Context: an optimization exercise on an open-source flow, tuned for small area, a short achievable clock period and few clock cycles. The choices shown serve that exercise and are no tape-out recipe. Only the layout flow was run in this run; the RTL was not checked for function there. Power figures rest on the tool's default switching activity, not on a simulated workload.

<file path="flow/config.mk">
export PLATFORM = sky130hd
export DESIGN_NAME = fsq_table_engine
export DESIGN_NICKNAME = fsq_table_engine
export VERILOG_FILES = /design/flow/design.v
export SDC_FILE = /design/flow/constraint.sdc
export NUM_CORES = 8
export LEC_CHECK = 0
export CAP_MARGIN = 20
export CORE_MARGIN = 2
export CORE_UTILIZATION = 45
export PLACE_DENSITY = 0.6
export SLEW_MARGIN = 20
</file>
<file path="flow/constraint.sdc">
create_clock -name core_clock -period 10.0 [get_ports {clk}]
set_input_delay 2.0000 -clock core_clock [delete_from_list [all_inputs] [get_ports {clk}]]
set_output_delay 2.0000 -clock core_clock [all_outputs]
set_load 0.01 [all_outputs]
</file>
<file path="flow/design.v">
module fsq_table_engine (
    input  wire        clk,
    input  wire        rst,
    input  wire        cmd_valid,
    output wire        cmd_ready,
    input  wire [3:0]  cmd_op,
    input  wire [7:0]  cmd_a,
    input  wire [7:0]  cmd_b,
    output reg         rsp_valid,
    output reg  [3:0]  rsp_err,
    output reg  [2:0]  rsp_sub,
    output reg  [7:0]  rsp_arg,
    output reg  [16:0] rsp_result,
    output reg         rsp_tv,
    output reg  [2:0]  rsp_k,
    output reg  [2:0]  rsp_b
);
    localparam OP_NOP    = 4'h0, OP_CLEAR  = 4'h1, OP_APUSH = 4'h2, OP_KPUSH = 4'h3,
               OP_SETPAD = 4'h4, OP_BUILD  = 4'h5, OP_ENCB  = 4'hA, OP_DECB  = 4'hB,
               OP_PACK   = 4'hC, OP_UNPACK = 4'hD;
    localparam E_NONE = 4'd0, E_ILLEGAL = 4'd1, E_STATE = 4'd2, E_ALPHA = 4'd3,
               E_KEY  = 4'd4, E_PAD     = 4'd5, E_CODE  = 4'd6;
    localparam NMAX = 16;
    localparam S_IDLE  = 4'd0, S_ACHK = 4'd1, S_HIGH = 4'd2, S_DUP  = 4'd3,
               S_PAD   = 4'd4, S_KEY  = 4'd5, S_FILL = 4'd6, S_POP  = 4'd7,
               S_INV   = 4'd8;
    reg [3:0] state;
    reg [7:0] alpha [0:NMAX-1];
    reg [7:0] key   [0:2*NMAX-1];
    reg [4:0] alen;               
    reg [5:0] klen;               
    reg [7:0] pad;
    reg       tv;
    reg [2:0] kreg, breg;
    reg [127:0] codec_v;
    reg [3:0]   codec_c [0:127];
    reg [255:0] enc_v;
    reg [7:0]   enc_d [0:255];
    reg [255:0] dec_v;
    reg [7:0]   dec_d [0:255];
    reg [5:0] idx;                
    reg [8:0] tidx;               
    reg [2:0] c1y, c1x, c2y, c2x;
    reg [2:0] bk, bb;             
    assign cmd_ready = (state == S_IDLE);
    wire accept = cmd_valid && cmd_ready;
    reg       n_square;
    reg [2:0] n_k, n_b;
    always @* begin
        n_square = 1'b1; n_k = 3'd0; n_b = 3'd0;
        case (alen)
            5'd1:  begin n_k = 3'd1; n_b = 3'd0; end
            5'd4:  begin n_k = 3'd2; n_b = 3'd2; end
            5'd9:  begin n_k = 3'd3; n_b = 3'd4; end
            5'd16: begin n_k = 3'd4; n_b = 3'd4; end
            default: n_square = 1'b0;
        endcase
    end
    wire [7:0] q_index = ({4'd0, cmd_a[3:0]} << breg) | {4'd0, cmd_b[3:0]};
    wire [7:0] q_entry = (cmd_op == OP_ENCB) ? enc_d[q_index] : dec_d[q_index];
    wire [7:0] q_o1    = q_entry >> breg;
    wire [7:0] q_o2    = q_entry & ((8'd1 << breg) - 8'd1);
    wire [4:0] p1 = c1y * bk + {2'd0, c1x};
    wire [4:0] p2 = c2y * bk + {2'd0, c2x};
    wire [4:0] ka_pos = c1y * bk + {2'd0, c2x};
    wire [4:0] kb_pos = alen + c2y * bk + {2'd0, c1x};
    wire [7:0] ka_sym = key[ka_pos];
    wire [7:0] kb_sym = key[kb_pos];
    wire [3:0] t1 = codec_c[ka_sym[6:0]];
    wire [3:0] t2 = codec_c[kb_sym[6:0]];
    wire [7:0] pop_index = ({3'd0, p1} << bb) | {3'd0, p2};
    wire [7:0] pop_value = ({4'd0, t1} << bb) | {4'd0, t2};
    wire [7:0] inv_i     = tidx[7:0];
    wire       inv_ev    = enc_v[inv_i];
    wire [7:0] inv_ed    = enc_d[inv_i];
    wire       inv_taken = dec_v[inv_ed];
    wire [8:0] inv_last  = 9'd1 << {bb, 1'b0};
    wire [7:0] a_sym = alpha[idx[3:0]];
    wire [7:0] k_sym = key[idx[4:0]];
    task respond(input [3:0] e, input [2:0] s, input [7:0] g, input [16:0] r);
        begin
            rsp_valid  <= 1'b1;
            rsp_err    <= e;
            rsp_sub    <= s;
            rsp_arg    <= g;
            rsp_result <= r;
        end
    endtask
    always @(posedge clk) begin
        rsp_valid <= 1'b0;
        if (rst) begin
            state <= S_IDLE;
            alen  <= 5'd0;
            klen  <= 6'd0;
            pad   <= 8'h20;
            tv    <= 1'b0;
            kreg  <= 3'd0;
            breg  <= 3'd0;
            rsp_err <= 4'd0; rsp_sub <= 3'd0; rsp_arg <= 8'd0; rsp_result <= 17'd0;
            rsp_tv <= 1'b0; rsp_k <= 3'd0; rsp_b <= 3'd0;
        end else begin
            case (state)
            S_IDLE: if (accept) begin
                rsp_tv <= tv; rsp_k <= kreg; rsp_b <= breg;
                case (cmd_op)
                OP_NOP: respond(E_NONE, 3'd0, 8'd0, 17'd0);
                OP_CLEAR: begin
                    alen <= 5'd0; klen <= 6'd0; pad <= 8'h20;
                    tv <= 1'b0; kreg <= 3'd0; breg <= 3'd0;
                    rsp_tv <= 1'b0; rsp_k <= 3'd0; rsp_b <= 3'd0;
                    respond(E_NONE, 3'd0, 8'd0, 17'd0);
                end
                OP_APUSH: begin
                    if (alen == NMAX) begin
                        respond(E_ALPHA, 3'd5, 8'd16, 17'd0);
                    end else begin
                        alpha[alen[3:0]] <= cmd_a;
                        alen <= alen + 5'd1;
                        tv <= 1'b0; kreg <= 3'd0; breg <= 3'd0;
                        rsp_tv <= 1'b0; rsp_k <= 3'd0; rsp_b <= 3'd0;
                        respond(E_NONE, 3'd0, 8'd0, 17'd0);
                    end
                end
                OP_KPUSH: begin
                    if (klen == 2*NMAX) begin
                        respond(E_KEY, 3'd1, 8'd32, 17'd0);
                    end else begin
                        key[klen[4:0]] <= cmd_a;
                        klen <= klen + 6'd1;
                        tv <= 1'b0; kreg <= 3'd0; breg <= 3'd0;
                        rsp_tv <= 1'b0; rsp_k <= 3'd0; rsp_b <= 3'd0;
                        respond(E_NONE, 3'd0, 8'd0, 17'd0);
                    end
                end
                OP_SETPAD: begin
                    pad <= cmd_a;
                    tv <= 1'b0; kreg <= 3'd0; breg <= 3'd0;
                    rsp_tv <= 1'b0; rsp_k <= 3'd0; rsp_b <= 3'd0;
                    respond(E_NONE, 3'd0, 8'd0, 17'd0);
                end
                OP_BUILD: begin
                    tv <= 1'b0; kreg <= 3'd0; breg <= 3'd0;
                    state <= S_ACHK;
                end
                OP_ENCB, OP_DECB: begin
                    if (!tv)
                        respond(E_STATE, 3'd0, 8'd0, 17'd0);
                    else if (cmd_a >= {3'd0, alen})
                        respond(E_CODE, 3'd1, cmd_a, 17'd0);
                    else if (cmd_b >= {3'd0, alen})
                        respond(E_CODE, 3'd2, cmd_b, 17'd0);
                    else
                        respond(E_NONE, 3'd0, 8'd0, {1'b1, q_o1, q_o2});
                end
                OP_PACK: begin
                    if (!tv)
                        respond(E_STATE, 3'd0, 8'd0, 17'd0);
                    else if (!cmd_a[7] && codec_v[cmd_a[6:0]])
                        respond(E_NONE, 3'd0, 8'd0, {1'b1, 8'd0, 4'd0, codec_c[cmd_a[6:0]]});
                    else
                        respond(E_NONE, 3'd0, 8'd0, 17'd0);
                end
                OP_UNPACK: begin
                    if (!tv)
                        respond(E_STATE, 3'd0, 8'd0, 17'd0);
                    else if (cmd_a >= {3'd0, alen})
                        respond(E_CODE, 3'd1, cmd_a, 17'd0);
                    else
                        respond(E_NONE, 3'd0, 8'd0, {1'b1, 8'd0, alpha[cmd_a[3:0]]});
                end
                default: respond(E_ILLEGAL, 3'd1, 8'd0, 17'd0);
                endcase
            end
            S_ACHK: begin
                rsp_tv <= 1'b0; rsp_k <= 3'd0; rsp_b <= 3'd0;
                if (alen == 5'd0) begin
                    respond(E_ALPHA, 3'd1, 8'd0, 17'd0);
                    state <= S_IDLE;
                end else if (!n_square) begin
                    respond(E_ALPHA, 3'd2, {3'd0, alen}, 17'd0);
                    state <= S_IDLE;
                end else begin
                    bk <= n_k; bb <= n_b;
                    idx <= 6'd0;
                    state <= S_HIGH;
                end
            end
            S_HIGH: begin
                if (a_sym[7]) begin
                    respond(E_ALPHA, 3'd3, {2'd0, idx}, 17'd0);
                    state <= S_IDLE;
                end else if (idx == {1'b0, alen} - 6'd1) begin
                    codec_v <= 128'd0;
                    idx <= 6'd0;
                    state <= S_DUP;
                end else begin
                    idx <= idx + 6'd1;
                end
            end
            S_DUP: begin
                if (codec_v[a_sym[6:0]]) begin
                    respond(E_ALPHA, 3'd4, {2'd0, idx}, 17'd0);
                    state <= S_IDLE;
                end else begin
                    codec_v[a_sym[6:0]] <= 1'b1;
                    codec_c[a_sym[6:0]] <= idx[3:0];
                    if (idx == {1'b0, alen} - 6'd1)
                        state <= S_PAD;
                    else
                        idx <= idx + 6'd1;
                end
            end
            S_PAD: begin
                if (pad[7] || !codec_v[pad[6:0]]) begin
                    respond(E_PAD, 3'd1, pad, 17'd0);
                    state <= S_IDLE;
                end else if (klen != {alen, 1'b0}) begin
                    respond(E_KEY, 3'd2, {2'd0, klen}, 17'd0);
                    state <= S_IDLE;
                end else begin
                    idx <= 6'd0;
                    state <= S_KEY;
                end
            end
            S_KEY: begin
                if (k_sym[7] || !codec_v[k_sym[6:0]]) begin
                    respond(E_KEY, 3'd3, {2'd0, idx}, 17'd0);
                    state <= S_IDLE;
                end else if (idx == klen - 6'd1) begin
                    state <= S_FILL;
                end else begin
                    idx <= idx + 6'd1;
                end
            end
            S_FILL: begin
                enc_v <= 256'd0;
                dec_v <= 256'd0;
                c1y <= 3'd0; c1x <= 3'd0; c2y <= 3'd0; c2x <= 3'd0;
                state <= S_POP;
            end
            S_POP: begin
                enc_v[pop_index] <= 1'b1;
                enc_d[pop_index] <= pop_value;
                if (c2x != bk - 3'd1) begin
                    c2x <= c2x + 3'd1;
                end else begin
                    c2x <= 3'd0;
                    if (c2y != bk - 3'd1) begin
                        c2y <= c2y + 3'd1;
                    end else begin
                        c2y <= 3'd0;
                        if (c1x != bk - 3'd1) begin
                            c1x <= c1x + 3'd1;
                        end else begin
                            c1x <= 3'd0;
                            if (c1y != bk - 3'd1) begin
                                c1y <= c1y + 3'd1;
                            end else begin
                                tidx <= 9'd0;
                                state <= S_INV;
                            end
                        end
                    end
                end
            end
            S_INV: begin
                if (tidx == inv_last) begin
                    tv <= 1'b1; kreg <= bk; breg <= bb;
                    rsp_tv <= 1'b1; rsp_k <= bk; rsp_b <= bb;
                    respond(E_NONE, 3'd0, 8'd0, 17'd0);
                    state <= S_IDLE;
                end else if (inv_ev && inv_taken) begin
                    respond(E_KEY, 3'd4, inv_i, 17'd0);
                    state <= S_IDLE;
                end else begin
                    if (inv_ev) begin
                        dec_v[inv_ed] <= 1'b1;
                        dec_d[inv_ed] <= inv_i;
                    end
                    tidx <= tidx + 9'd1;
                end
            end
            default: state <= S_IDLE;
            endcase
        end
    end
endmodule
</file>
<file path="flow/run.sh">
#!/bin/bash
# synth_recipe.tcl (not shown) runs the flow's synth.tcl, then flattens the netlist and writes it again
# the make line also repeats each setting of config.mk as NAME=value (left out here)
make -C /OpenROAD-flow-scripts/flow DESIGN_CONFIG=/design/flow/config.mk WORK_HOME=/design/flow/orfs CLKGATE_MAP_FILE= SYNTH_SCRIPT=/design/flow/synth_recipe.tcl finish
</file>
==> run notes <==
[metal layers]
layer  GRT usage  up-vias  wire length, um
li1            -    69223                -
met1      0.3946    88378           335400
met2      0.4381    10782           403800
met3     0.07529     1863           103600
met4      0.1275       16            47190
met5           0        -              107
[where the power goes]
part	total, W	switching, W	leakage [nW]	internal, W
clock	0.0231	0.00987	9.82	0.0133
sequential	0.0262	0.0000167	51.7	0.0261
combinational	0.00193	0.00120	36.1	0.000735
[worst max-delay path by stage]
stage | startpoint | end | slack, ns | depth (start not counted)
3_3_place_gp | cmd_a[1] | rsp_result[8] | -0.05 | 17
2_1_floorplan | c1y[0] | enc_d[0][1] | 0.10 | 14
5_1_grt | flop | rsp_err[2] | 0.92 | 20
3_5_place_dp | cmd_a[1] | rsp_result[8] | 0.74 | 19
4_1_cts | flop | rsp_err[2] | 0.99 | 20
6_report | flop | rsp_err[2] | 0.86 | 20
[cells by family after synthesis]
group,synth area share
flip-flops,0.6378
adder cells (fa/ha/maj),0.003727
multiplexers,0.1998
AO/OA/AOI/OAI,0.05304
other,0.00001393
buffers and inverters,0.02177
XOR/XNOR,0.003090
AND/OR/NAND/NOR,0.08078
[flip-flops by register name (all words and copies together), names as in the netlist, 4 cells and up, named ones only]
register,count
pad,8
enc_d,2048
codec_c,512
enc_v,256
dec_d,2048
key,256
state,4
idx,6
klen,6
tidx,9
codec_v,128
alpha,128
rsp_arg,8
rsp_result,17
dec_v,256
alen,5
[area by class of cell]
class,count,area (um^2),share of cell area
flip-flops and latches,5746,171800,0.5662
well taps,7865,9841,0.03244
multi-input cells,10004,93050,0.3067
clock inverters,357,3944,0.01300
diodes,28,70.07,0.0002310
inverters,78,295.3,0.0009733
repair buffers,875,8153,0.02687
clock buffers,761,16260,0.05361
[worst register-to-register path, delay by kind of cell, from the launching register on]
kind | cells | cell delay, ns
flip-flops | 1 | 0.75
buffers and inverters | 5 | 1.86
AND/OR/NAND/NOR | 11 | 5.38
AO/OA/AOI/OAI | 4 | 1.07
[cells in the final DEF (no fill, tap or decap), types with 114 or more instances in the layout]
master,count
nor3_1,245
edfxtp_1,5664
o211ai_1,136
and2_1,207
buf_4,692
o21ai_0,114
clkinv_1,124
and3_1,131
nand2_1,1972
clkbuf_1,128
mux4_2,2174
mux2i_1,411
a211oi_1,202
a21oi_1,831
nor2_1,1382
a22oi_1,146
clkbuf_16,628
nand3_1,517
a31oi_1,198
[metrics by stage]
step	area, um^2	power, W
floorplan	269300	0.02784
global placement	282500	0.02857
detailed placement	282800	0.02858
CTS	303000	0.05141
global route	303300	0.05241
finish	303400	0.05124
==> metrics.cfg <==
[run_status]
status = finished clean

[sta]
fin_crit_sh = 0.9136
finalClockSkew_ns = 0.1035
setup_viol = 0
fin_ws_ns = 0.8637
relSlewSlack = 0.09353
maxSlewViolCount = 0
max_freq_mhz = 109.5
rsz0062_at_grt = no
finalSetupTns_ns = 0
max_slew.worst_pin.slew_ns = 1.355
period_needed_ns = 9.136
finalHoldViolCount = 0
worst_hold_slack_ns = 0.5017

[yosys]
synth_area_leaders = edfxtp_1 (63%), mux4_2 (18%), nand2_1 (2.8%)
syn_area_per_cell_um2 = 15.68
ys_seq_area_frac = 0.6378
synth_seq_cells = 5746
synthCells = 17172
async_flop_share = 0
synth.most_common_cell = edfxtp_1
synth_nets = 17268
synthTopCellsByCount = edfxtp_1 (5664), mux4_2 (2174), nand2_1 (1988)
synth_cell_types = 88
ys_warn_count = 1
synthFlopType = edfxtp_1
synth.top_cell.area_share = 0.6317
synth_area_leader_cell = edfxtp_1
synth_edf_count = 5664
syn_area_mm2 = 0.2692

[layout]
syn_to_final_growth_pct = 12.68
fin_nets = 17417
utilization = 0.5082
fin_cells = 25714
n_fill_cell = 48737
final_layout_size_suffix_gt1_frac = 0.2371

[worst_setup_path]
required_ns = 11.06
crit_path_frequent_cell = buf_4
critPathBufInv = 5
cp_top_family = simple AND/OR/NAND/NOR gates
crit_path_end_kind = flop
r2r_setup_slack_ns = 0.86
r2r_cells = 20
critical_path_class = flop to flop
critPathArrivalTime_ns = 10.19
slowest_stage = nor4_2
startpoint_type = flop
reg2reg_to = rsp_err[2]
cpPeakStageDelay_ns = 1.04
path_cells = buf_12 -> buf_12 -> nor4bb_1 -> a22oi_1 -> and3_1 -> nand4_1 -> o22ai_1 -> nor4_2 -> buf_4 -> nand2b_4 -> buf_4 -> or3_1 -> nor3_1 -> or4_1 -> or4_4 -> nor4_4 -> buf_4 -> a21oi_4 -> nor2_1 -> o221a_2
critical_path.max_fanout = 73

[pwr]
p_per_area_mw_per_mm2 = 168.9
p_leak_nw = 97.56
vdd_ir_drop_max_uv = 184.0

[grt]
grt_util_all_layers = 0.2885
grt_max_degree = 240
grt_pass1_wl_um = 1258000
antenna_found_initial = 30
grt_pass1_vias = 164925
grt_overflow = 0

[floorplan]
core_area_mm2 = 0.5970
rows = 284
fp.dieH_um = 777.5
num_io_pins = 64
start_util = 0.4510
die-area_mm2 = 0.6045
die_w_um = 777.5

[place]
post-dp-hpwl_um = 572000
gp_congestion = 0.9496
numPortBuffers = 62
dp_slack_ns = 0.7396
place_inst = 24561

[clocking]
cts.htree.levels = 6
clk_latency_ns = 1.16
root_buffer = clkbuf_16
numCtsBuffers = 616
clkSinkCount = 5746
clock_path_buffers = 4
cts_tree = done
cts.repair.resized = 0
path_clk_slew_ns = 0.07
cts_setup_buffers = 0
cts_hold_buf = 0

[drt]
dr.first_iter.drc_count = 23837
drt-total-wl_um = 890000
num_vias = 170262
wl_per_cell_um = 34.61
ant_nets = 0
vias_per_cell = 6.621
dr.pass1.iters = 8
drc = 0

[hold_path]
hp-start = breg[0]
hold_end = breg[0]
hold_depth = 1
min_path_type = flop to flop

[job]
drv_cap = 0

## what the ideal ports hide
Ports are ideal in the flow. The routed layout listed here was re-timed in OpenROAD. Step 1, drivers: a clkbuf_16 drives clk and a buf_2 each remaining input, both assumed. Step 2, shift: input delay + t, output delay - t, t = (earliest + latest rising clock arrival at the registers) / 2. This alone moves slack from input paths to output paths. Three values: ideal ports, drivers, drivers and shift; two values: the first two.
t (ns): 1.227
setup WS [ns]: 0.864 / 0.864 / 0.630
worst hold slack (ns): 0.502 / 0.502 / 0.502
worst data-port slew with drivers (ns): 0.07
cell pins on the clock port's net: 1
After both steps setup and hold are still met in this run. For this run, drivers alone change the setup slack by 0.000 ns; drivers and shift together by -0.234 ns.
